Context: an optimization exercise on an open-source flow, tuned for small area, a short achievable clock period and few clock cycles per item. The choices shown serve that exercise and are no tape-out recipe. Function was checked by simulation only, so behaviour that the tests miss may differ from the original.

File: flow/design.v
module modexp_unit #(
    parameter integer W = 128
) (
    input  wire         clk,
    input  wire         rst,      
    input  wire         start,
    input  wire [W-1:0] a,
    input  wire [W-1:0] e,
    input  wire [W-1:0] n,
    output wire         ready,
    output reg          done,
    output reg          fault,
    output wire [W-1:0] r
);
    localparam integer K  = 66;           
    localparam integer RW = 2 * K;        
    localparam integer VW = 130;          
    localparam integer TW = 133;          
    localparam [2:0] S_IDLE = 3'd0,
                     S_CHK  = 3'd1,
                     S_DIV  = 3'd2,
                     S_PREP = 3'd3,
                     S_MUL  = 3'd4,
                     S_CPA  = 3'd5;
    localparam [1:0] M_SQR = 2'd0,
                     M_MUL = 2'd1,
                     M_OUT = 2'd2;
    localparam [1:0] C_CONV = 2'd0,
                     C_CLR  = 2'd1,
                     C_SET1 = 2'd2;
    reg [2:0]    state;
    reg          ready_q;
    reg [1:0]    mode;
    reg [1:0]    cop;
    reg [7:0]    ecnt;
    reg [5:0]    cnt;
    reg [8:0]    j_q;
    reg          first_q;
    reg          last_q;
    reg          c_q;
    reg [RW-1:0] n_q;       
    reg [W-1:0]  e_q;
    reg [RW-1:0] r_q;
    reg [RW-1:0] b_q;
    reg [VW-1:0] Sn_q;      
    reg [VW-1:0] Cn_q;
    reg          k_q;
    reg [2:0]    x_q;       
    reg [2:0]    xnq;       
    reg [5:0]    w_q;       
    reg          pf_q;      
    reg [1:0]    pf_src;    
    reg          pf_prep;   
    reg [5:0]    idx;
    reg [1:0]    asub;
    reg          cin_q;     
    reg          lb_q;      
    reg          nbit_q;
    reg [2:0]    qr_q;      
    reg          qall_q;    
    assign ready = ready_q;
    assign r     = r_q[W-1:0];
    wire [5:0] tidx = idx;
    wire [RW+5:0] rx = {6'b0, r_q};
    wire [RW+5:0] bx = {6'b0, b_q};
    wire [2:0] rdig = rx[3*tidx +: 3];
    wire [2:0] bdig = bx[3*tidx +: 3];
    wire       abit = rdig[asub];
    wire [128:0] y   = r_q[128:0];
    wire [128:0] xy0n = ~(y & {129{x_q[0]}});
    wire [128:0] xy1n = ~(y & {129{x_q[1]}});
    wire [128:0] xy2n = ~(y & {129{x_q[2]}});
    wire       q0 = qr_q[0];
    wire       q1 = qr_q[1];
    wire       q2 = qr_q[2];
    wire [127:0] nq0n = ~(n_q[W-1:0] & {W{q0}});
    wire [127:0] nq1n = ~(n_q[W-1:0] & {W{q1}});
    wire [127:0] nq2n = ~(n_q[W-1:0] & {W{q2}});
    wire [TW-1:0] RS  = {3'b111, Sn_q};
    wire [TW-1:0] RC  = {3'b111, Cn_q};
    wire [TW-1:0] RX0 = {4'b1111, xy0n};
    wire [TW-1:0] RX1 = {3'b111, xy1n, ~k_q};
    wire [TW-1:0] RX2 = {2'b11, xy2n, 2'b11};
    wire [TW-1:0] RQ0 = {5'b11111, nq0n};
    wire [TW-1:0] RQ1 = {4'b1111, nq1n, 1'b1};
    wire [TW-1:0] RQ2 = {3'b111, nq2n, 2'b11};
    wire [TW-1:0] a1, m1, a1b, m1b, a2, m2, a2b, m2b, a3, m3, sf, cf;
    assign a1[TW-1:130]  = 3'b111;  assign m1[TW-1:130]  = 3'b111;
    assign a1b[TW-1:131] = 2'b11;   assign m1b[TW-1:131] = 2'b11;
    assign a2[TW-1:131]  = 2'b11;   assign m2[TW-1:131]  = 2'b11;
    assign a2b[TW-1:132] = 1'b1;    assign m2b[TW-1:132] = 1'b1;
    assign a3[TW-1:132]  = 1'b1;    assign m3[TW-1:132]  = 1'b1;
    csa_row #(.W(130)) u_l1a (.a(RS[129:0]), .b(RC[129:0]), .c(RX0[129:0]),
                              .s(a1[129:0]), .m(m1[129:0]));
    wire [TW-1:0] b1 = {m1[TW-2:0], 1'b1};
    csa_row #(.W(131)) u_l1b (.a(RX1[130:0]), .b(RX2[130:0]), .c(RQ0[130:0]),
                              .s(a1b[130:0]), .m(m1b[130:0]));
    wire [TW-1:0] b1b = {m1b[TW-2:0], 1'b1};
    csa_row #(.W(131)) u_l2a (.a(a1[130:0]), .b(b1[130:0]), .c(a1b[130:0]),
                              .s(a2[130:0]), .m(m2[130:0]));
    wire [TW-1:0] b2 = {m2[TW-2:0], 1'b1};
    csa_row #(.W(132)) u_l2b (.a(b1b[131:0]), .b(RQ1[131:0]), .c(RQ2[131:0]),
                              .s(a2b[131:0]), .m(m2b[131:0]));
    wire [TW-1:0] b2b = {m2b[TW-2:0], 1'b1};
    csa_row #(.W(132)) u_l3  (.a(a2[131:0]), .b(b2[131:0]), .c(a2b[131:0]),
                              .s(a3[131:0]), .m(m3[131:0]));
    wire [TW-1:0] b3 = {m3[TW-2:0], 1'b1};
    csa_row #(.W(TW))  u_l4  (.a(a3), .b(b3), .c(b2b), .s(sf), .m(cf));
    wire          kf = ~(sf[2] & sf[1] & sf[0] & cf[1] & cf[0]);
    wire [K-1:0]  sch  = ~Sn_q[K-1:0];
    wire [K-1:0]  cch  = ~Cn_q[K-1:0];
    wire [K-1:0]  nch  = n_q[K-1:0];
    wire [K-1:0] n2ch   = {nch[K-2:0], c_q & nbit_q};
    reg sel_conv, sel_one, sel_z, sel_zf;
    reg opb_n, opb_nn, opb_2n;    
    reg mul_q;    
    wire [K-1:0] opa = ({K{sel_conv}} & sch)
                     | ({K{sel_z}}    & {b_q[K-2:0], lb_q})
                     | {{(K-1){1'b0}}, sel_zf & ~c_q & lb_q};
    wire [K-1:0] opb = ({K{sel_conv}}         & cch)
                     | ({K{opb_n}}    & nch)
                     | ({K{opb_nn}}   & ~nch)
                     | ({K{opb_2n}}   & n2ch);
    wire [K:0] sum = {1'b0, opa} + {1'b0, opb} + {{K{1'b0}}, cin_q};
    wire nxt_mul = (mode == M_SQR) & e_q[W-1];
    wire nxt_out = ~nxt_mul & (ecnt == 8'd1);
    wire escan = (ecnt != 8'd0) & ~e_q[W-1];
    wire bad_n = ~n_q[0] | (n_q[W-1:1] == {(W-1){1'b0}});
    always @(posedge clk) begin
        if (rst) begin
            state    <= S_IDLE;
            ready_q  <= 1'b1;
            done     <= 1'b0;
            sel_conv <= 1'b0;
            sel_one  <= 1'b0;
            sel_z    <= 1'b0;
            sel_zf   <= 1'b0;
            opb_n    <= 1'b0;
            opb_nn   <= 1'b0;
            opb_2n   <= 1'b0;
            mul_q    <= 1'b0;
            pf_q     <= 1'b0;
        end else begin
            done <= 1'b0;
            case (state)
                S_IDLE: begin
                    ecnt    <= 8'd128;
                    j_q     <= 9'd0;
                    first_q <= 1'b1;
                    last_q  <= 1'b0;
                    c_q     <= 1'b0;
                    if (start) begin
                        state   <= S_CHK;
                        ready_q <= 1'b0;
                    end
                end
                S_CHK: begin
                    fault <= bad_n;
                    if (bad_n) begin
                        cop   <= C_CLR;
                        state <= S_CPA;
                    end else begin
                        state  <= S_DIV;
                        sel_zf <= 1'b1;
                        opb_nn <= 1'b1;
                    end
                    if (escan) ecnt <= ecnt - 1'b1;
                end
                S_DIV: begin
                    if (escan) ecnt <= ecnt - 1'b1;
                    c_q <= ~c_q;
                    if (c_q) begin
                        j_q     <= j_q + 1'b1;
                        first_q <= 1'b0;
                        last_q  <= (j_q == 9'd258);
                        sel_zf  <= 1'b0;
                        sel_z   <= ~last_q;
                        opb_n   <= (j_q != 9'd258) & ~last_q & sum[K-1];
                        opb_nn  <= (j_q != 9'd258) & ~last_q & ~sum[K-1];
                        opb_2n  <= (j_q == 9'd258) & sum[K-1];
                        if (last_q) begin
                            state   <= S_PREP;
                            pf_q    <= (ecnt != 8'd0) & ~escan;
                            pf_src  <= (ecnt == 8'd1) ? PF_1 : PF_R;
                            pf_prep <= 1'b1;
                        end
                    end
                end
                S_PREP: begin
                    cnt  <= 6'd0;
                    pf_q <= 1'b0;
                    if (ecnt == 8'd0) begin
                        cop     <= C_SET1;
                        sel_one <= 1'b1;
                        state   <= S_CPA;
                    end else begin
                        ecnt  <= ecnt - 1'b1;
                        state <= S_MUL;
                        mul_q <= 1'b1;
                        mode  <= (ecnt == 8'd1) ? M_OUT : M_SQR;
                    end
                end
                S_MUL: begin
                    cnt <= cnt + 1'b1;
                    if (cnt == 6'd43) begin
                        cop      <= C_CONV;
                        sel_conv <= 1'b1;
                        mul_q    <= 1'b0;
                        state    <= S_CPA;
                    end
                end
                S_CPA: begin
                    c_q <= ~c_q;
                    if (!c_q) begin
                        pf_q    <= (cop == C_CONV) & (mode != M_OUT);
                        pf_src  <= nxt_mul ? PF_B : (nxt_out ? PF_1 : PF_R);
                        pf_prep <= 1'b0;
                    end else begin
                        pf_q    <= 1'b0;
                    end
                    if (c_q) begin
                        sel_conv <= 1'b0;
                        sel_one  <= 1'b0;
                        if (cop != C_CONV) begin
                            state   <= S_IDLE;
                            ready_q <= 1'b1;
                            done    <= 1'b1;
                        end else if (mode == M_OUT) begin
                            if (qall_q) begin
                                cop <= C_CLR;
                            end else begin
                                state   <= S_IDLE;
                                ready_q <= 1'b1;
                                done    <= 1'b1;
                            end
                        end else begin
                            cnt   <= 6'd0;
                            state <= S_MUL;
                            mul_q <= 1'b1;
                            if (nxt_mul) begin
                                mode <= M_MUL;
                            end else begin
                                ecnt <= ecnt - 1'b1;
                                mode <= nxt_out ? M_OUT : M_SQR;
                            end
                        end
                    end
                end
                default: begin
                    state   <= S_IDLE;
                    ready_q <= 1'b1;
                end
            endcase
        end
    end
    always @(posedge clk) begin
        if (mul_q) begin
            Sn_q <= sf[TW-1:3];
            Cn_q <= cf[TW-2:2];
        end else begin
            Sn_q <= {{K{1'b1}}, Sn_q[VW-1:K]};
            Cn_q <= {{K{1'b1}}, Cn_q[VW-1:K]};
        end
        k_q <= mul_q & kf;
    end
    localparam [1:0] PF_R = 2'd0,    
                     PF_B = 2'd1,    
                     PF_1 = 2'd2;    
    wire [5:0] rlow = pf_prep ? r_q[5:0] : r_q[K+5:K];
    reg  [2:0] d0, d1;
    always @(*) begin
        case (pf_src)
            PF_B:    begin d0 = b_q[2:0]; d1 = b_q[5:3]; end
            PF_1:    begin d0 = 3'b001;   d1 = 3'b000;   end
            default: begin d0 = rlow[2:0]; d1 = rlow[5:3]; end
        endcase
    end
    wire [2:0] xy_first = (d0[0] ? rlow[2:0] : 3'd0) + (d0[1] ? {rlow[1:0], 1'b0} : 3'd0)
                        + (d0[2] ? {rlow[0], 2'b0} : 3'd0);
    wire [2:0] xf = (mode == M_OUT) ? 3'b000 : ((mode == M_MUL) ? bdig : rdig);
    wire [5:0] wlo_mul = (xnq[0] ? y[5:0] : 6'd0) + (xnq[1] ? {y[4:0], 1'b0} : 6'd0)
                       + (xnq[2] ? {y[3:0], 2'b0} : 6'd0);
    wire [2:0] whi_mul = (xf[0] ? y[2:0] : 3'd0) + (xf[1] ? {y[1:0], 1'b0} : 3'd0)
                       + (xf[2] ? {y[0], 2'b0} : 3'd0);
    wire [5:0] w_mul   = {wlo_mul[5:3] + whi_mul, wlo_mul[2:0]};
    wire [5:0] w_first = {d1, d0} * rlow;
    wire [2:0] qn_mul, qn_first;
    qnext u_qn (.s(~Sn_q[5:0]), .c(~Cn_q[5:0]), .k(k_q), .w(w_q), .q(qr_q),
                .n(n_q[5:0]), .q_next(qn_mul));
    qdigit u_qf (.u(xy_first), .n(n_q[2:1]), .q(qn_first));
    always @(posedge clk) begin
        qr_q <= mul_q ? qn_mul : qn_first;
        w_q  <= mul_q ? w_mul : w_first;
        if (pf_q) begin
            x_q <= d0;
            xnq <= d1;
        end else if (mul_q) begin
            x_q <= xnq;
            xnq <= xf;
        end
    end
    always @(posedge clk) begin
        case (state)
            S_IDLE: begin
                lb_q  <= a[W-1];
            end
            S_CHK: begin
                cin_q <= ~bad_n;
            end
            S_DIV: begin
                if (!c_q) begin
                    cin_q <= sum[K];
                    lb_q  <= b_q[K-1];
                end else begin
                    cin_q <= (j_q != 9'd258) & ~last_q & ~sum[K-1];
                    lb_q  <= (j_q < 9'd127) ? abit : 1'b0;
                end
            end
            S_PREP: begin
                cin_q <= (ecnt == 8'd0);
            end
            S_MUL: begin
                cin_q <= kf;
            end
            S_CPA: begin
                cin_q <= ~c_q & sum[K];
            end
            default: ;
        endcase
    end
    always @(posedge clk) begin
        case (state)
            S_IDLE: begin
                n_q  <= {{(RW-W){1'b0}}, n};
                e_q  <= e;
                r_q  <= {{(RW-W){1'b0}}, a};
                idx  <= 6'd42;            
                asub <= 2'd0;
            end
            S_CHK: begin
                if (escan) e_q <= e_q << 1;
            end
            S_DIV: begin
                if (escan) e_q <= e_q << 1;
                b_q     <= {sum[K-1:0], b_q[RW-1:K]};
                if (last_q) r_q <= {sum[K-1:0], r_q[RW-1:K]};
                nbit_q  <= nch[K-1];
                n_q     <= {n_q[K-1:0], n_q[RW-1:K]};
                if (c_q) begin
                    if (asub == 2'd0) begin
                        asub <= 2'd2;
                        if (idx != 6'd0) idx <= idx - 1'b1;
                    end else begin
                        asub <= asub - 1'b1;
                    end
                end
            end
            S_PREP: begin
                idx <= 6'd2;
                if (ecnt != 8'd0) e_q <= e_q << 1;
            end
            S_MUL: begin
                qall_q <= ((cnt == 6'd0) | qall_q) & q0 & q1 & q2;
                idx <= idx + 1'b1;
            end
            S_CPA: begin
                r_q     <= {sum[K-1:0], r_q[RW-1:K]};
                if (c_q && cop == C_CONV && mode != M_OUT) begin
                    idx <= 6'd2;
                    if (!nxt_mul) e_q <= e_q << 1;
                end
            end
            default: ;
        endcase
    end
endmodule
module csa_row #(
    parameter integer W = 8
) (
    input  wire [W-1:0] a,
    input  wire [W-1:0] b,
    input  wire [W-1:0] c,
    output wire [W-1:0] s,
    output wire [W-1:0] m
);
    assign s = a ^ b ^ c;
    assign m = (a & b) | (a & c) | (b & c);
endmodule
module qdigit (
    input  wire [2:0] u,
    input  wire [2:1] n,
    output wire [2:0] q
);
    assign q[0] = u[0];
    assign q[1] = u[1] ^ (u[0] & ~n[1]);
    assign q[2] = u[2] ^ (u[1] & ~n[1]) ^ (u[0] & ~n[2]) ^ (u[1] & u[0] & ~n[1]);
endmodule
module qnext (
    input  wire [5:0] s,
    input  wire [5:0] c,
    input  wire       k,
    input  wire [5:0] w,
    input  wire [2:0] q,
    input  wire [5:0] n,
    output wire [2:0] q_next
);
    wire [5:0] r6 = q[0] ? n : 6'd0;
    wire [5:0] r7 = {q[1] ? n[4:0] : 5'd0, k};
    wire [5:0] r8 = {q[2] ? n[3:0] : 4'd0, 2'b0};
    wire [5:0] a1, m1, a2, m2, a3, m3;
    csa_row #(.W(6)) u_1 (.a(s),  .b(c),  .c(w),  .s(a1), .m(m1));
    csa_row #(.W(6)) u_2 (.a(r6), .b(r7), .c(r8), .s(a2), .m(m2));
    csa_row #(.W(6)) u_3 (.a(a1), .b({m1[4:0], 1'b0}), .c(a2), .s(a3), .m(m3));
    wire [5:0] sv, cv;
    csa_row #(.W(6)) u_4 (.a(a3), .b({m3[4:0], 1'b0}), .c({m2[4:0], 1'b0}), .s(sv), .m(cv));
    wire       ci = (|sv[2:0]) | (|cv[1:0]);
    wire [2:0] u  = sv[5:3] + cv[4:2] + {2'b0, ci};
    qdigit u_d (.u(u), .n(n[2:1]), .q(q_next));
endmodule
File: flow/flow/run.sh
#!/bin/bash
# Layout flow: the standard flow (standard.sh), unchanged, except that
set -euo pipefail
margin=$(tr -d ' \n' < flow/margin.txt)
portbuf=$(tr -d ' \n' < flow/port_buffer.txt)
export BUFFER_PORTS_ARGS="-buffer_cell ${portbuf}"
sed "s|\"\${@:-finish}\"|SETUP_SLACK_MARGIN=${margin} \"\${@:-finish}\"|" standard.sh > standard_margin.sh
bash standard.sh synth > synth.log 2>&1
bash standard_margin.sh finish > layout.log 2>&1
File: flow/flow/margin.txt
8.0
File: flow/flow/port_buffer.txt
sky130_fd_sc_hd__buf_1
File: flow/standard.sh
#!/bin/bash
# synth_recipe.tcl (not shown) runs the flow's synth.tcl, then flattens the netlist and writes it again
# the make line also repeats each setting of config.mk as NAME=value (left out here)
make -C /OpenROAD-flow-scripts/flow DESIGN_CONFIG=/design/flow/config.mk WORK_HOME=/design/flow/orfs CLKGATE_MAP_FILE= SYNTH_SCRIPT=/design/flow/synth_recipe.tcl "${@:-finish}"
File: flow/config.mk
export PLATFORM = sky130hd
export DESIGN_NAME = modexp_unit
export DESIGN_NICKNAME = modexp_unit
export VERILOG_FILES = /design/flow/design.v
export SDC_FILE = /design/flow/constraint.sdc
export NUM_CORES = 4
export LEC_CHECK = 0
export CAP_MARGIN = 20
export CORE_MARGIN = 2
export CORE_UTILIZATION = 40
export CTS_CLUSTER_DIAMETER = 100
export CTS_CLUSTER_SIZE = 20
export SLEW_MARGIN = 20
export SYNTH_HIERARCHICAL = 1
export SYNTH_MINIMUM_KEEP_SIZE = 0
File: flow/constraint.sdc
create_clock -name core_clock -period 12.0 [get_ports {clk}]
set_input_delay 2.4000 -clock core_clock [delete_from_list [all_inputs] [get_ports {clk}]]
set_output_delay 2.4000 -clock core_clock [all_outputs]
set_load 0.01 [all_outputs]
==> results.txt <==
-- cells in the mapped netlist (40+ instances only) --
cell and count:
ha_1 94, mux4_2 54, inv_1 63, a21o_1 43, xnor2_1 66, o211ai_1 72, a21oi_1 102, dfxtp_1 283
o21ai_0 122, fa_1 828, nor2_1 139, buf_4 160, nand2_1 1725, mux2i_1 91, nor4_1 40, nand2b_1 142
clkbuf_1 250, mux2_2 293, xor2_1 41, edfxtp_1 575
-- layer usage --
| metal | global-route usage [%] | vias to the layer above |
|---|---|---|
| met5 | 0 | - |
| li1 | - | 19423 |
| met1 | 35.6 | 23428 |
| met4 | 8.06 | 8 |
| met2 | 41.3 | 2267 |
| met3 | 5.26 | 359 |
-- state kept, by name (all words and copies together) (netlist names), 3 cells and up --
signal	count
state	3
Cn_q	130
ecnt	8
x_q	3
w_q	6
qr_q	3
j_q	9
b_q	132
Sn_q	130
n_q	132
r_q	132
cnt	6
xnq	3
idx	6
e_q	128
-- worst max path at each step --
stage	startpoint	to
global placement	sel_conv	r_q[127]
detailed placement	sel_conv	r_q[127]
floorplan	ecnt[0]	e_q[0]
finish	idx[0]	w_q[5]
CTS	idx[0]	w_q[5]
global route	pf_src[0]	w_q[5]
-- Yosys stat by module, one instance, submodules excluded, a selection --
module	flip-flops and latches	times used	cells inside	area, sq um
modexp_unit	858	1	4771	45900
qnext	0	1	23	168
qdigit	0	2	7	50.0
-- metrics by stage --
| stage | std cells | hold slack [ns] | worst slack [ns] | utilization [%] |
|---|---|---|---|---|
| 6_report | 8116 | 0.443 | 7.71 | 44.9 |
| 5_1_grt | 8109 | 0.448 | 7.54 | 44.9 |
| 4_1_cts | 8027 | 0.429 | 7.78 | 44.1 |
| 3_5_place_dp | 7782 | 0.432 | 6.40 | 41.8 |
| 3_3_place_gp | 7782 | 0.428 | 6.48 | 41.8 |
| 2_1_floorplan | 5647 | 0.418 | 7.46 | - |
-- area by class of cell --
class / instances / area, sq um
diodes: 7 / 17.5
clock buffers: 86 / 1480
clock inverters: 14 / 183
fillers: 14672 / 85800
inverters: 66 / 270
multi-input cells: 4233 / 37600
flip-flops and latches: 858 / 23000
well taps: 2058 / 2570
repair buffers: 794 / 4790
-- timing repair --
item                       CTS  global route
gates resized for setup    137            89
gates cloned                 8             7
setup endpoints to repair  333           202
setup buffers              137            74
pin swaps                   33            52
-- cell families (layout without fill, tap and decap cells) --
logic type,Yosys count,in the layout,share of synthesized area (%)
simple gates,2235,2235,14.9
mux,438,438,8.69
compound gates,501,501,5.27
other cells,2,35,0.0120
xor+xnor,109,109,1.56
fa+ha+maj,922,922,28.4
buf+inv,556,960,4.48
flops,858,858,36.7
==> results.txt <==
status - no timing/DRC/antenna violations
CP max stage delay - 0.56 ns
TritonCTS Buffers - 53
Main synth FF type - edfxtp_1
Initial Util - 40.1%
most used cell, CP - xnor2_1
Tightest Pin Transition - 1.11 ns
crit path DAT - 4.92 ns
Worst R2R Start - idx[0]
CTS sink count - 858
mapped cell area - 0.0625 sq mm
total grt overflow - 0
met2 wire len - 98.0 mm
final design area excluding fillers - 0.0698 sq mm
Hold Path Stages - 0
Rel. slew slack - 26.2%
Slowest cell on crit path - mux4_2
r2r setup slk - 7.71 ns
Mapped Cells - 5,621
worst-skew pair later-pin latency - 0.72 ns
Hold Vio Cnt, Final - 0
1st-iter DRT viols - 4,817
DIE AREA - 0.159 sq mm
r2r endpoint - w_q[5]
FMAX - 233 MHz
Buf/Inv on CP - 2
DP HPWL - 149 mm
startpoint types - flop
IO buf count - 517
via count - 45,485
area post-placement - 0.0651 sq mm
first-pass GRT wire length - 305 mm
number of synthesized flops with an enable pin - 575
TritonCTS clock tree - built
DR pass1 iterations - 6
root buf cell - clkbuf_16
top sig layer - met5
HP Class - reg2reg
Setup CP Type - reg2reg
clock slew at reported path FFs - 0.10 ns
Syn. warnings - 7
max cap viols - 0
Worst Hold Endpoint - b_q[30]
Area Overhead vs Synth - 11.8%
worst-path cell chain - buf_12, buf_6, mux4_2, mux4_2, o21ai_2, a21oi_2, o2bb2ai_2, and2_4, fa_1, ha_2, xor2_1, xnor2_1, xnor2_1, xnor2_1, xnor3_1, mux2i_1
family with the most delay on the worst path - multiplexers
FF+latch count, synth - 858
IO Pins - 518
Synth area leaders - edfxtp_1, fa_1, nand2_1, dfxtp_1, mux2_2
top cell type's share of synthesized area - 27.6%
met3 routed WL - 20.3 mm
routed vias/inst - 5.60
Core ar. - 0.156 sq mm
wire length on met1 - 84.5 mm
min Tclk post-route - 4.29 ns
CP Depth - 16
NumNets Final - 7,315
Async S/R FF share, synth - 0%
final setup fails - 0
largest net degree at the start of global routing - 137
Final Cycle Share - 35.8%
count of antenna-violating nets left after detailed routing - 0
initial antenna violation count - 13
Syn Area/Cell - 11.1 sq um
CTS max path bufs - 3
worst path required time - 12.63 ns
Max Clock Skew - 0.0473 ns
hold_sp - b_q[96]
R2R cell count - 16
Tot GR Track Use - 25.9%
CP max FO - 8
Worst Setup End Kind - flop
drt total wl - 210 mm
Routed wire per std cell - 25.9 um
most common cell after layout, fill and taps aside - nand2_1
number of global-route vias before repair - 45,883
die width - 399 um
H-Tree Depth - 2
register area share after synthesis - 36.7%
CTS Hold Bufs - 0
Setup Total Neg Slack - 0 ns
FP Rows - 145
cell taking the most area after synthesis - edfxtp_1
GP Congestion - 0.950
library cells used by synthesis - 88
unrepaired setup endpoints after global routing - yes
DRC violations left - 0
max-slew violation total from the final report - 0
most frequent cells in the layout - nand2_1, fa_1, edfxtp_1, buf_1, mux2_2
Die Ht - 399 um
fraction of layout cells with a size suffix above 1 - 14.1%
Testbench counts, summed over its fixed seeds: cycles 443,934, items 48.

-- port drivers added, routing unchanged --
How much do the figures lean on ideal ports? The routed layout below was timed once more, with nothing changed but the port constraints. Step 1 (the two cells are an assumption about what drives the block):
set clk [get_ports {clk}]
set_driving_cell -lib_cell sky130_fd_sc_hd__clkbuf_16 $clk
set_driving_cell -lib_cell sky130_fd_sc_hd__buf_2 [delete_from_list [all_inputs] $clk]
Step 2 also shifts input and output timing later by t, the mid clock arrival at the registers, as if the neighbouring blocks saw the same clock. Slacks: no drivers / after step 1 / after step 2; pairs: no drivers / after step 1.
shift t [ns]: 0.788
slack for setup (ns): 7.707 / 7.707 / 7.707
worst setup path at the end: register to register
After both steps this run still meets setup and hold. For this run, drivers alone change the setup slack by 0.000 ns; drivers and shift together by 0.000 ns.
